What follows belongs to an exercise in optimizing a design on an open flow for small area; a production flow would make more cautious choices. In this exercise RTL edits were held to simulation tests only and were not proved equivalent to the original. Power is estimated from default activity; no workload was simulated.

Setup of job 4599:
// jbeat_crc
module jbeat_crc (
  input  wire        clk,
  input  wire        rst,
  input  wire        req_valid,
  input  wire        req_write,
  input  wire [3:0]  req_addr,
  input  wire [31:0] req_wdata,
  output reg         rsp_valid,
  output wire [31:0] rsp_rdata,
  input  wire [31:0] len_src,
  input  wire [31:0] len_tgt,
  input  wire [31:0] len_pat,
  output reg         mem_en,
  output reg         mem_we,
  output reg  [1:0]  mem_sel,
  output wire [29:0] mem_addr,
  output reg  [3:0]  mem_wstrb,
  output wire [31:0] mem_wdata,
  input  wire [31:0] mem_rdata
);
Size in the first run: roughly 2000 cells after synthesis, roughly 460 flip-flops, roughly 270 I/O pins.
==> flow/config.mk <==
export PLATFORM = sky130hd
export DESIGN_NAME = jbeat_crc
export DESIGN_NICKNAME = jbeat_crc
export VERILOG_FILES = /design/flow/design.v
export SDC_FILE = /design/flow/constraint.sdc
export NUM_CORES = 4
export LEC_CHECK = 0
export ABC_AREA = 1
export CAP_MARGIN = 20
export CORE_MARGIN = 2
export CORE_UTILIZATION = 40
export CTS_BUF_LIST = sky130_fd_sc_hd__clkbuf_4
export PLACE_DENSITY = 0.6
export SLEW_MARGIN = 20
==> flow/constraint.sdc <==
create_clock -name core_clock -period 7.0 [get_ports {clk}]
set_input_delay 1.4000 -clock core_clock [delete_from_list [all_inputs] [get_ports {clk}]]
set_output_delay 1.4000 -clock core_clock [all_outputs]
set_load 0.01 [all_outputs]
standard.sh (not shown) runs the stock make flow with config.mk's settings and CLKGATE_MAP_FILE= SYNTH_SCRIPT=/design/flow/synth_recipe.tcl, a recipe that flattens the netlist after the stock synthesis.
==> flow/flow/run.sh <==
#!/bin/bash
# The standard layout, except that the input and output ports are buffered
# with the smallest buffer (sky130_fd_sc_hd__buf_1) instead of the default
# choice of buffer_ports. Every port still gets its own buffer.
set -euo pipefail
bash standard.sh finish 'BUFFER_PORTS_ARGS=-buffer_cell sky130_fd_sc_hd__buf_1' > standard_flow.log 2>&1
## Diff of input files: job 2695 against job 4599
==> flow/run.sh (new file) <==
#!/bin/bash
# synth_recipe.tcl (not shown) runs the flow's synth.tcl, then flattens the netlist and writes it again
# the make line also repeats each setting of config.mk as NAME=value (left out here)
make -C /OpenROAD-flow-scripts/flow DESIGN_CONFIG=/design/flow/config.mk WORK_HOME=/design/flow/orfs CLKGATE_MAP_FILE= SYNTH_SCRIPT=/design/flow/synth_recipe.tcl finish
removed: flow/flow/run.sh
removed: flow/standard.sh
==> comparison <==
- Lower global-route usage among job 4599 and job 2695: job 4599
- Routability congestion estimate (job 2695 over job 4599): increase, 0.0075
- Job 2695: worst setup slack 0.17 ns below job 4599
- In job 2695 the non-clock buffer total of the final layout turned out about 0.35% higher than in job 4599.
- Against job 4599, final area in job 2695 rose by a little under 10%.
- Job 2695 vs job 4599: total clock buffers created by CTS down slightly
diff inputs: job 2695 => job 475
Settings: clearing CTS_BUF_LIST, which used to be sky130_fd_sc_hd__clkbuf_4; clearing ABC_AREA, which used to be 1.
When the final numbers for job 2695 and job 475 were put side by side, the share of synthesized cell area in and, or, nand and nor gates turned out to be greater in job 2695.
Summary of job 475 over job 2695: half-perimeter wire length of the detailed placement result saw an increase; largest fanout on the critical path has decreased; area of the mapped netlist saw an increase.
Job 475: count of buffer and inverter cells on the critical path is 6 lower than what job 2695 reported.
Of job 2695 and job 475, the higher area growth from synthesis to layout belongs to job 475.
In the tables for job 2695 and job 475, area used by multi-input combinational logic reads lower with job 2695.
Modified inputs, job 6912 compared to job 475
Settings: an added ABC_AREA of 1.
Results
Job 6912 ends up with lower area added between synthesis and finish than job 475 does.
Of the two candidates, job 475 has the worse post-place setup slack and job 6912 the better one.
Comparing job 475 and job 6912, the lower share of the core filled with cells in the final layout is on job 6912.
The maximum clock frequency of job 6912 is higher than that of job 475.
The combinational power in job 6912 was higher than what job 475 gave.

---

jbeat_crc, a different RTL version from the one above (not shown whole).
For scale: ~1600 cells after synthesis, ~440 flip-flops, roughly 15000 µm² of cells after synthesis.
Settings: LEC_CHECK=0, ABC_AREA=1, CAP_MARGIN=20, CORE_MARGIN=2, CORE_UTILIZATION=40, CTS_CLUSTER_DIAMETER=80, CTS_CLUSTER_SIZE=30, PLACE_DENSITY=0.6, SLEW_MARGIN=20; clock period 7.0 ns.
==> flow/flow/run.sh <==
#!/bin/bash
# The standard layout (standard.sh) with three changes that do not touch what
# is built or measured:
#  - synthesis maps the logic with an area-oriented ABC script (abc_area.script
#    here, in a copy of the ORFS scripts folder; the registers are mapped
#    before ABC runs, so they are the standard synthesis's);
#  - every input and output port is buffered with sky130_fd_sc_hd__buf_1;
#  - CTS inserts no dummy loads.
# Each tool's output goes to the ORFS logs under orfs/logs; make's own output
# goes to standard_flow.log here.
set -euo pipefail
here=$(pwd)
rm -rf "$here/scripts"
cp -r "$FLOW_HOME/scripts" "$here/scripts"
cp "$here/flow/abc_area.script" "$here/scripts/abc_area.script"
bash standard.sh finish \
  "SCRIPTS_DIR=$here/scripts" \
  'BUFFER_PORTS_ARGS=-buffer_cell sky130_fd_sc_hd__buf_1' \
  'CTS_ARGS=-sink_clustering_enable -repair_clock_nets -sink_clustering_size 30 -sink_clustering_max_diameter 80 -dont_use_dummy_load' \
  > standard_flow.log 2>&1
==> flow/flow/abc_area.script <==
strash
dch
amap
Rerun with:
==> flow/flow/run.sh (replaced) <==
#!/bin/bash
# The standard layout (standard.sh) with three changes that do not touch what
# is built or measured:
#  - synthesis maps the logic with an area-oriented ABC script (abc_area.script
#    here, put into a copy of the ORFS scripts folder; the registers are mapped
#    before ABC runs, so they are the standard synthesis's, with their names);
#  - every input and output port is buffered with sky130_fd_sc_hd__buf_1;
#  - CTS builds the tree from sky130_fd_sc_hd__clkbuf_8 with smaller sink
#    clusters and inserts no dummy loads.
# Each tool's output goes to its own log under orfs/logs; make's output goes
# to standard_flow.log here.
set -euo pipefail
here=$(pwd)
rm -rf "$here/scripts"
cp -r "$FLOW_HOME/scripts" "$here/scripts"
cp "$here/flow/abc_area.script" "$here/scripts/abc_area.script"
bash standard.sh finish \
  "SCRIPTS_DIR=$here/scripts" \
  'BUFFER_PORTS_ARGS=-buffer_cell sky130_fd_sc_hd__buf_1' \
  'CTS_ARGS=-sink_clustering_enable -repair_clock_nets -buf_list sky130_fd_sc_hd__clkbuf_8 -sink_clustering_size 16 -sink_clustering_max_diameter 50 -dont_use_dummy_load' \
  > standard_flow.log 2>&1
Effect:
- The changed run produced a clean layout
- global-route usage climbs by 0.33 points
- synthesized cell count is unchanged
- sequential cell count is unchanged
- fmax barely changes
- clock-buffer cell count climbs by 22
Rerun with:
--- a/flow/flow/run.sh
+++ b/flow/flow/run.sh
@@ -7,3 +7,3 @@
 #  - every input and output port is buffered with sky130_fd_sc_hd__buf_1;
-#  - CTS builds the tree from sky130_fd_sc_hd__clkbuf_8 with smaller sink
+#  - CTS builds the tree from sky130_fd_sc_hd__clkbuf_4 with small sink
 #    clusters and inserts no dummy loads.
@@ -19,3 +19,3 @@
   'BUFFER_PORTS_ARGS=-buffer_cell sky130_fd_sc_hd__buf_1' \
-  'CTS_ARGS=-sink_clustering_enable -repair_clock_nets -buf_list sky130_fd_sc_hd__clkbuf_8 -sink_clustering_size 16 -sink_clustering_max_diameter 50 -dont_use_dummy_load' \
+  'CTS_ARGS=-sink_clustering_enable -repair_clock_nets -buf_list sky130_fd_sc_hd__clkbuf_4 -sink_clustering_size 10 -sink_clustering_max_diameter 40 -dont_use_dummy_load' \
   > standard_flow.log 2>&1
Result: Non-clock buffer count stays the same; total power shrinks by 2.2%; via count went up by 0.80%; cell count is higher by 0.81%; sequential power stays flat; worst hold slack is worse by 0.010 ns; count of clock-buffer cells in the layout rises by 18; utilization shrinks by 0.33 points; area after synthesis is unchanged.

-- port drivers added, routing unchanged --
How much do the figures lean on ideal ports? The routed layouts below were timed once more, with nothing changed but the port constraints. Step 1 assumes that a clkbuf_16 drives the clock port and a buf_2 every other input. Step 2 also shifts input and output timing later by t, the mid clock arrival at the registers, as if the neighbouring blocks saw the same clock. a / b / c = ideal ports / drivers / drivers and shift; a / b = the first two.
| run | shift t [ns] | slack for setup (ns) | worst setup path after step 2 | latest minus earliest clock arrival (ns) | slew at the worst register clock pin (ns) |
|---|---|---|---|---|---|
| job 4599 | 0.861 | 0.752 / 0.752 / 0.752 | register to register | 0.098 / 0.098 | 0.09 / 0.09 |
| job 2695 | 0.837 | 0.581 / 0.581 / 0.581 | register to register | 0.069 / 0.069 | 0.08 / 0.08 |
| job 475 | 0.629 | 0.389 / 0.389 / 0.389 | register to register | 0.029 / 0.029 | 0.07 / 0.07 |
| job 6912 | 0.641 | 0.568 / 0.568 / 0.568 | register to register | 0.032 / 0.032 | 0.06 / 0.06 |
| the first run of note 2 | 0.576 | 0.655 / 0.655 / 0.655 | register to register | 0.045 / 0.045 | 0.11 / 0.11 |
| the second run of note 2 | 0.601 | 0.664 / 0.664 / 0.664 | register to register | 0.067 / 0.068 | 0.10 / 0.10 |
| the third run of note 2 | 0.776 | 0.657 / 0.657 / 0.657 | register to register | 0.103 / 0.103 | 0.10 / 0.10 |
After both steps setup and hold are still met in every run listed.
